This is an optimization exercise on Yosys and OpenROAD, whose aim is small area, a short achievable clock period and few clock cycles, not a production implementation.
The RTL was checked by simulation tests, not by an equivalence proof against the original design.

==> run X: inputs <==
// lz77_compressor
module lz77_compressor (
    input  wire        clk,
    input  wire        rst,        
    input  wire        wr_en,
    input  wire [6:0]  wr_addr,
    input  wire [7:0]  wr_data,
    input  wire [7:0]  in_len,     
    input  wire [15:0] lz_w,       
    input  wire [7:0]  lz_min,     
    input  wire [7:0]  lz_max,     
    input  wire        start,
    output wire        idle,
    output wire        out_valid,
    input  wire        out_ready,
    output wire [7:0]  out_data,
    output reg         done,
    output reg         err,
    output reg  [2:0]  pad
);
    localparam C = 40;             
    localparam S_IDLE  = 3'd0,
               S_SRCH  = 3'd1,
               S_BUB0  = 3'd2,
               S_BUB1  = 3'd3,
               S_BUB2  = 3'd4,
               S_FIN   = 3'd5,
               S_DRAIN = 3'd6;
    reg [2:0]  state;
    reg        idle_r;
    assign idle = idle_r;
    reg [7:0]  mem [0:127];
    always @(posedge clk) begin
        if (wr_en)
            mem[wr_addr] <= wr_data;
    end
    reg [7:0]  len_r;
    reg [15:0] w_r;
    reg [7:0]  min_r;
    reg [7:0]  max_r;
  ...
export LEC_CHECK = 0
export CAP_MARGIN = 20
export CORE_MARGIN = 2
export CORE_UTILIZATION = 55
export SLEW_MARGIN = 20
create_clock -name core_clock -period 10.0 [get_ports {clk}]
standard.sh (not shown) runs the stock make flow with config.mk's settings and CLKGATE_MAP_FILE= SYNTH_SCRIPT=/design/flow/synth_recipe.tcl, a recipe that flattens the netlist after the stock synthesis.
==> flow/flow/run.sh <==
#!/bin/bash
# The standard layout, with timing repair aimed at a 3.5 ns period
# (setup margin 6.5 ns against the 10 ns clock). make's output goes to
# flow_make.log here; each tool's own log is under orfs/logs/.
set -euo pipefail
bash standard.sh SETUP_SLACK_MARGIN=6.5 finish > flow_make.log 2>&1
==> run F: changes against run X <==
--- a/flow/design.v
+++ b/flow/design.v
@@ -14,27 +14,33 @@
     input  wire        out_ready,
     output wire [7:0]  out_data,
     output reg         done,
     output reg         err,
     output reg  [2:0]  pad
 );
-    localparam C = 40;             
+    localparam C = 48;             
     localparam S_IDLE  = 3'd0,
                S_SRCH  = 3'd1,
                S_BUB0  = 3'd2,
                S_BUB1  = 3'd3,
                S_BUB2  = 3'd4,
                S_FIN   = 3'd5,
                S_DRAIN = 3'd6;
     reg [2:0]  state;
     reg        idle_r;
     assign idle = idle_r;
     reg [7:0]  mem [0:127];
+    reg        we_r;
+    reg [6:0]  wa_r;
+    reg [7:0]  wd_r;
     always @(posedge clk) begin
-        if (wr_en)
-            mem[wr_addr] <= wr_data;
+        we_r <= wr_en;
+        wa_r <= wr_addr;
+        wd_r <= wr_data;
+        if (we_r)
+            mem[wa_r] <= wd_r;
     end
     reg [7:0]  len_r;
     reg [15:0] w_r;
     reg [7:0]  min_r;
     reg [7:0]  max_r;
     reg [7:0]   p;         
@@ -49,14 +55,14 @@
     reg [7:0]   xr;        
     reg [7:0]   cur;       
     reg [7:0]   litb;      
     reg [7:0]   xi;        
     reg [7:0]   lo;        
     wire [7:0] mrd  = mem[ra];
-    wire [7:0] mrd0 = mem[0];
-    wire [7:0] mrd1 = mem[1];
+    wire [7:0] mrd0 = (we_r && wa_r == 7'd0) ? wd_r : mem[0];
+    wire [7:0] mrd1 = (we_r && wa_r == 7'd1) ? wd_r : mem[1];
     wire        hold_cmp;
     wire [7:0]  csel = hold_cmp ? xr : cur;
     wire [127:0] eq_new;
     genvar gj;
     generate
         for (gj = 0; gj < 128; gj = gj + 1) begin : g_cmp
@@ -81,13 +87,13 @@
     wire [7:0]  lo0  = lofn(r,  w_r);
     wire [7:0]  lo1  = lofn(r1, w_r);
     wire [7:0]  lo2  = lofn(r2, w_r);
     wire [6:0] hi_idx;
     lz_hi128 u_hi (.v(alive), .idx(hi_idx));
     wire         in_srch = (state == S_SRCH);
-    reg          bad;      
+    wire         bad     = (min_r > max_r);
     wire [127:0] mv      = alive & eq;
     wire         any_a   = |alive;
     wire         any_m   = |mv;
     wire         tend    = atl || !any_m;
     wire         ismatch = any_a && kge;
     wire         fin     = ismatch ? (r == len_r) : (p + 8'd1 == len_r);
@@ -95,18 +101,12 @@
     wire         restart = !merge && !k0;
     wire [7:0]   kp1     = k + 8'd1;
     wire         atl_c   = (r1 == len_r) || (kp1 == max_r);
     wire         atl_m   = (r1 == len_r) || (max_r == 8'd1);
     wire         kge_c   = (kp1 >= min_r);
     wire         kge_m   = (min_r <= 8'd1);
-    reg        t1_v;
-    reg        t1_m;
-    reg [7:0]  t1_len;
-    reg [7:0]  t1_lit;
-    reg [6:0]  t1_r;
-    reg [6:0]  t1_j;
     reg        tok_v;
     reg        tok_m;
     reg [7:0]  tok_len;
     reg [6:0]  tok_off;
     reg [7:0]  tok_lit;
     reg [C-1:0] acc;       
@@ -140,34 +140,26 @@
     wire [24:0] tok_bits = tok_m ? {1'b1, 9'd0, tok_off, tok_len}
                                  : {1'b0, tok_lit, 16'd0};
     wire [C-1:0] tok_al  = {tok_bits, {(C-25){1'b0}}};
     wire [C-1:0] acc_ins = acc | (tok_take ? (tok_al >> cnt) : {C{1'b0}});
     wire [5:0]   cnt_ins = cnt + (tok_take ? tok_n : 6'd0);
     wire [C-1:0] acc_nx  = acc_pop ? {acc_ins[C-9:0], 8'd0} : acc_ins;
-    wire [5:0]   cnt_t   = tok_m ? cnt + 6'd25 : cnt + 6'd9;
-    wire [5:0]   cnt_tp  = tok_m ? cnt + 6'd17 : cnt + 6'd1;
-    wire [5:0]   cnt_p   = cnt - 6'd8;
-    wire [5:0]   cnt_nx  = tok_take ? (acc_pop ? cnt_tp : cnt_t)
-                                    : (acc_pop ? cnt_p  : cnt);
-    wire         t1_mv   = t1_v && (!tok_v || tok_take);    
-    wire        drain_end = (state == S_DRAIN) && cnt == 6'd0 && !hdr_pend && !sv
-                            && (!ov || out_ready);
-    wire        stall = t1_v && !t1_mv;
-    assign      hold_cmp = in_srch && stall;
+    wire [5:0]   cnt_nx  = acc_pop ? cnt_ins - 6'd8 : cnt_ins;
+    wire        stall = tok_full;
+    assign      hold_cmp = in_srch && tok_full;
     wire        go    = in_srch && !bad;
     wire        adv   = go && !stall;             
     wire        tok_w = adv && tend;              
     always @(posedge clk) begin
         if (rst) begin
             state  <= S_IDLE;
             idle_r <= 1'b1;
             done   <= 1'b0;
             err    <= 1'b0;
             pad    <= 3'd0;
             tok_v  <= 1'b0;
-            t1_v   <= 1'b0;
             cnt    <= 6'd0;
             hdr_i  <= 4'd8;
             active <= 1'b0;
             ov     <= 1'b0;
             sv     <= 1'b0;
         end else begin
@@ -182,16 +174,12 @@
             end
             if (feed && hdr_pend)
                 hdr_i <= hdr_i + 4'd1;
             if (active)
                 cnt <= cnt_nx;
             if (tok_w)
-                t1_v <= 1'b1;
-            else if (t1_mv)
-                t1_v <= 1'b0;
-            if (t1_mv)
                 tok_v <= 1'b1;
             else if (tok_take)
                 tok_v <= 1'b0;
             if ((in_srch || state == S_FIN) && bad) begin
                 done   <= 1'b1;
                 err    <= 1'b1;
@@ -218,20 +206,20 @@
                     end
                 end
                 S_BUB0: state <= S_BUB1;
                 S_BUB1: state <= S_BUB2;
                 S_BUB2: state <= S_SRCH;
                 S_FIN: begin
-                    if (!t1_v && (!tok_v || tok_take)) begin
+                    if (!tok_v || tok_take) begin
                         pad   <= 3'd0 - cnt_ins[2:0];
                         cnt   <= (cnt_nx + 6'd7) & 6'b111000;
                         state <= S_DRAIN;
                     end
                 end
                 default: begin  
-                    if (drain_end) begin
+                    if (cnt == 6'd0 && !hdr_pend && !sv && (!ov || out_ready)) begin
                         done   <= 1'b1;
                         err    <= 1'b0;
                         active <= 1'b0;
                         idle_r <= 1'b1;
                         state  <= S_IDLE;
                     end
@@ -247,31 +235,23 @@
         end else if (opop) begin
             obuf <= sbuf;
         end
         acc <= acc_nx;
         eq  <= eq_new;
         if (tok_w) begin
-            t1_m   <= ismatch;
-            t1_len <= k;
-            t1_lit <= litb;
-            t1_r   <= r[6:0];
-            t1_j   <= hi_idx;
-        end
-        if (t1_mv) begin
-            tok_m   <= t1_m;
-            tok_len <= t1_len;
-            tok_off <= t1_r - t1_j;
-            tok_lit <= t1_lit;
+            tok_m   <= ismatch;
+            tok_len <= k;
+            tok_off <= r[6:0] - hi_idx;
+            tok_lit <= litb;
         end
         case (state)
             S_IDLE: begin
                 len_r <= in_len;
                 w_r   <= lz_w;
                 min_r <= lz_min;
                 max_r <= lz_max;
-                bad   <= (lz_min > lz_max);
                 cur   <= mrd1;
                 litb  <= mrd0;
                 ra    <= 7'd2;
                 p     <= 8'd0;
                 r     <= 8'd0;
                 k     <= 8'd0;
==> flow/run.sh (new file) <==
#!/bin/bash
# synth_recipe.tcl (not shown) runs the flow's synth.tcl, then flattens the netlist and writes it again
# the make line also repeats each setting of config.mk as NAME=value (left out here)
make -C /OpenROAD-flow-scripts/flow DESIGN_CONFIG=/design/flow/config.mk WORK_HOME=/design/flow/orfs CLKGATE_MAP_FILE= SYNTH_SCRIPT=/design/flow/synth_recipe.tcl finish
CORE_UTILIZATION = 40   (was 55)
SETUP_SLACK_MARGIN = 5   (was not set)
removed: flow/flow/run.sh
removed: flow/standard.sh
==> run Z: changes against run X <==
--- a/flow/design.v
+++ b/flow/design.v
@@ -17,24 +17,29 @@
     output reg         err,
     output reg  [2:0]  pad
 );
     localparam C = 40;             
     localparam S_IDLE  = 3'd0,
                S_SRCH  = 3'd1,
-               S_BUB0  = 3'd2,
                S_BUB1  = 3'd3,
                S_BUB2  = 3'd4,
                S_FIN   = 3'd5,
                S_DRAIN = 3'd6;
     reg [2:0]  state;
     reg        idle_r;
     assign idle = idle_r;
     reg [7:0]  mem [0:127];
+    reg        we_r;
+    reg [6:0]  wa_r;
+    reg [7:0]  wd_r;
     always @(posedge clk) begin
-        if (wr_en)
-            mem[wr_addr] <= wr_data;
+        we_r <= wr_en;
+        wa_r <= wr_addr;
+        wd_r <= wr_data;
+        if (we_r)
+            mem[wa_r] <= wd_r;
     end
     reg [7:0]  len_r;
     reg [15:0] w_r;
     reg [7:0]  min_r;
     reg [7:0]  max_r;
     reg [7:0]   p;         
@@ -49,14 +54,14 @@
     reg [7:0]   xr;        
     reg [7:0]   cur;       
     reg [7:0]   litb;      
     reg [7:0]   xi;        
     reg [7:0]   lo;        
     wire [7:0] mrd  = mem[ra];
-    wire [7:0] mrd0 = mem[0];
-    wire [7:0] mrd1 = mem[1];
+    wire [7:0] mrd0 = (we_r && wa_r == 7'd0) ? wd_r : mem[0];
+    wire [7:0] mrd1 = (we_r && wa_r == 7'd1) ? wd_r : mem[1];
     wire        hold_cmp;
     wire [7:0]  csel = hold_cmp ? xr : cur;
     wire [127:0] eq_new;
     genvar gj;
     generate
         for (gj = 0; gj < 128; gj = gj + 1) begin : g_cmp
@@ -86,74 +91,71 @@
     wire         in_srch = (state == S_SRCH);
     reg          bad;      
     wire [127:0] mv      = alive & eq;
     wire         any_a   = |alive;
     wire         any_m   = |mv;
     wire         tend    = atl || !any_m;
-    wire         ismatch = any_a && kge;
-    wire         fin     = ismatch ? (r == len_r) : (p + 8'd1 == len_r);
-    wire         merge   = ismatch || k1;
+    wire         ismatch = kge && (!k1 || any_a);
+    wire         fin     = kge ? (r == len_r) : (p + 8'd1 == len_r);
+    wire         merge   = kge || k1;
     wire         restart = !merge && !k0;
     wire [7:0]   kp1     = k + 8'd1;
     wire         atl_c   = (r1 == len_r) || (kp1 == max_r);
     wire         atl_m   = (r1 == len_r) || (max_r == 8'd1);
     wire         kge_c   = (kp1 >= min_r);
     wire         kge_m   = (min_r <= 8'd1);
     reg        t1_v;
     reg        t1_m;
-    reg [7:0]  t1_len;
-    reg [7:0]  t1_lit;
+    reg [7:0]  t1_d;       
     reg [6:0]  t1_r;
     reg [6:0]  t1_j;
     reg        tok_v;
     reg        tok_m;
-    reg [7:0]  tok_len;
+    reg [7:0]  tok_d;
     reg [6:0]  tok_off;
-    reg [7:0]  tok_lit;
     reg [C-1:0] acc;       
     reg [5:0]   cnt;
     reg [3:0]   hdr_i;     
     reg         active;    
-    reg [7:0]   obuf, sbuf;
-    reg         ov, sv;
+    reg [7:0]   obuf;
+    reg         ov;
     assign out_valid = ov;
     assign out_data  = obuf;
-    wire        opop = ov && out_ready;
+    wire        oroom = !ov || out_ready;
     reg [7:0] hdr_byte;
     always @(*) begin
         case (hdr_i[2:0])
             3'd3:    hdr_byte = len_r;
             3'd4:    hdr_byte = w_r[15:8];
             3'd5:    hdr_byte = w_r[7:0];
             3'd6:    hdr_byte = min_r;
             3'd7:    hdr_byte = max_r;
             default: hdr_byte = 8'd0;
         endcase
     end
     wire        hdr_pend = !hdr_i[3];
-    wire        src_ok   = active && !bad && (hdr_pend || cnt >= 6'd8);
-    wire        feed     = src_ok && !sv;
-    wire [7:0]  src_byte = hdr_pend ? hdr_byte : acc[C-1:C-8];
+    wire        src_ok   = active && !bad && (hdr_pend || cnt >= 6'd8 || tok_take);
+    wire        feed     = src_ok && oroom;
+    wire [7:0]  src_byte = hdr_pend ? hdr_byte : acc_ins[C-1:C-8];
     wire        acc_pop  = feed && !hdr_pend;
     wire [5:0]  tok_n    = tok_m ? 6'd25 : 6'd9;
     wire        tok_full = tok_v && (tok_m ? (cnt > C - 25) : (cnt > C - 9));
     wire        tok_take = tok_v && !tok_full && active;
-    wire [24:0] tok_bits = tok_m ? {1'b1, 9'd0, tok_off, tok_len}
-                                 : {1'b0, tok_lit, 16'd0};
+    wire [24:0] tok_bits = tok_m ? {1'b1, 9'd0, tok_off, tok_d}
+                                 : {1'b0, tok_d, 16'd0};
     wire [C-1:0] tok_al  = {tok_bits, {(C-25){1'b0}}};
     wire [C-1:0] acc_ins = acc | (tok_take ? (tok_al >> cnt) : {C{1'b0}});
     wire [5:0]   cnt_ins = cnt + (tok_take ? tok_n : 6'd0);
     wire [C-1:0] acc_nx  = acc_pop ? {acc_ins[C-9:0], 8'd0} : acc_ins;
     wire [5:0]   cnt_t   = tok_m ? cnt + 6'd25 : cnt + 6'd9;
     wire [5:0]   cnt_tp  = tok_m ? cnt + 6'd17 : cnt + 6'd1;
     wire [5:0]   cnt_p   = cnt - 6'd8;
     wire [5:0]   cnt_nx  = tok_take ? (acc_pop ? cnt_tp : cnt_t)
                                     : (acc_pop ? cnt_p  : cnt);
     wire         t1_mv   = t1_v && (!tok_v || tok_take);    
-    wire        drain_end = (state == S_DRAIN) && cnt == 6'd0 && !hdr_pend && !sv
-                            && (!ov || out_ready);
+    wire        drain_end = (state == S_DRAIN) && cnt == 6'd0 && !hdr_pend && oroom;
     wire        stall = t1_v && !t1_mv;
     assign      hold_cmp = in_srch && stall;
     wire        go    = in_srch && !bad;
     wire        adv   = go && !stall;             
     wire        tok_w = adv && tend;              
     always @(posedge clk) begin
@@ -166,23 +168,15 @@
             tok_v  <= 1'b0;
             t1_v   <= 1'b0;
             cnt    <= 6'd0;
             hdr_i  <= 4'd8;
             active <= 1'b0;
             ov     <= 1'b0;
-            sv     <= 1'b0;
         end else begin
             done <= 1'b0;
-            if (!ov) begin
-                if (feed) ov <= 1'b1;
-            end else if (!sv) begin
-                if (opop && !feed) ov <= 1'b0;
-                else if (!opop && feed) sv <= 1'b1;
-            end else if (opop) begin
-                sv <= 1'b0;
-            end
+            ov <= feed || (ov && !out_ready);
             if (feed && hdr_pend)
                 hdr_i <= hdr_i + 4'd1;
             if (active)
                 cnt <= cnt_nx;
             if (tok_w)
                 t1_v <= 1'b1;
@@ -211,16 +205,15 @@
                 end
                 S_SRCH: begin
                     if (tok_w) begin
                         if (fin)
                             state <= S_FIN;
                         else if (restart)
-                            state <= S_BUB0;
+                            state <= S_BUB1;
                     end
                 end
-                S_BUB0: state <= S_BUB1;
                 S_BUB1: state <= S_BUB2;
                 S_BUB2: state <= S_SRCH;
                 S_FIN: begin
                     if (!t1_v && (!tok_v || tok_take)) begin
                         pad   <= 3'd0 - cnt_ins[2:0];
                         cnt   <= (cnt_nx + 6'd7) & 6'b111000;
@@ -237,33 +230,26 @@
                     end
                 end
             endcase
         end
     end
     always @(posedge clk) begin
-        if (!ov || (!sv && opop)) begin
-            if (feed) obuf <= src_byte;
-        end else if (!sv) begin
-            if (feed) sbuf <= src_byte;
-        end else if (opop) begin
-            obuf <= sbuf;
-        end
+        if (feed)
+            obuf <= src_byte;
         acc <= acc_nx;
         eq  <= eq_new;
         if (tok_w) begin
             t1_m   <= ismatch;
-            t1_len <= k;
-            t1_lit <= litb;
+            t1_d   <= ismatch ? k : litb;
             t1_r   <= r[6:0];
             t1_j   <= hi_idx;
         end
         if (t1_mv) begin
             tok_m   <= t1_m;
-            tok_len <= t1_len;
+            tok_d   <= t1_d;
             tok_off <= t1_r - t1_j;
-            tok_lit <= t1_lit;
         end
         case (state)
             S_IDLE: begin
                 len_r <= in_len;
                 w_r   <= lz_w;
                 min_r <= lz_min;
@@ -322,15 +308,15 @@
                     atl   <= 1'b0;
                     xi    <= r2;
                     lo    <= lo2;
                 end else begin
                     p  <= p + 8'd1;
                     r  <= p + 8'd1;
+                    ra <= p[6:0] + 7'd1;
                 end
             end
-            S_BUB0: ra <= r[6:0];
             S_BUB1: begin
                 cur <= mrd;
                 ra  <= ra + 7'd1;
                 xi  <= r;
                 lo  <= lo0;
             end
==> flow/flow/run.sh (replaced) <==
#!/bin/bash
# The standard layout, with timing repair aimed at a 3.3 ns period
# (setup margin 6.7 ns against the 10 ns clock). make's output goes to
# flow_make.log here; each tool's own log is under orfs/logs/.
set -euo pipefail
bash standard.sh SETUP_SLACK_MARGIN=6.7 finish > flow_make.log 2>&1
CAP_MARGIN = 30   (was 20)
CTS_CLUSTER_DIAMETER = 80   (was not set)
CTS_CLUSTER_SIZE = 20   (was not set)
==> metrics.csv <==
metric,value,unit
outcome,"complete, no violations",
clock.fmax,0.274,GHz
period_minus_slack,3640,ps
min_to,tok_d[1],
synth_cell_types,87,
combinationalPower,0.0134,W
The numbers above come from run Z.

==> metrics.csv <==
metric,value,unit
outcome,"complete, no violations",
synth_cell_types,89,
period_minus_slack,4900,ps
clock.fmax,0.204,GHz
min_to,tok_lit[5],
combinationalPower,0.0118,W
The numbers above come from run F.

==> metrics.csv <==
metric,value,unit
synth_cell_types,81,
clock.fmax,0.267,GHz
outcome,"complete, no violations",
cts_tree,built,
place_inst,8000,
combinationalPower,0.0166,W
The numbers above come from run X.

Testbench counts of run X, summed over its fixed seeds: cycles 22,859.
Testbench counts of run F, summed over its fixed seeds: cycles 22,719.
Testbench counts of run Z, summed over its fixed seeds: cycles 22,611.

==> separate check: timing with driven ports <==
In the flow no input, the clock included, has a driving cell. The finished layouts below were timed again as built, in two steps.
Step 1 assumes that a clkbuf_16 drives the clock port and a buf_2 every other input.
Step 2 also shifts input and output timing later by t, the mid clock arrival at the registers, as if the neighbouring blocks saw the same clock.
Three values: ideal ports, drivers, drivers and shift; two values: the first two.
run	t (ns)	setup WS [ns]	clock arrival spread, ns	worst data-port slew with drivers (ns)
run X	0.873	6.254 / 6.284 / 5.430	0.052 / 0.052	0.07
run F	0.924	5.102 / 5.102 / 5.102	0.041 / 0.041	0.06
run Z	0.855	6.355 / 6.355 / 5.844	0.059 / 0.059	0.07
After both steps setup and hold are still met in every run listed. For run X, which loses most, drivers alone change the setup slack by +0.030 ns; drivers and shift together by -0.824 ns.
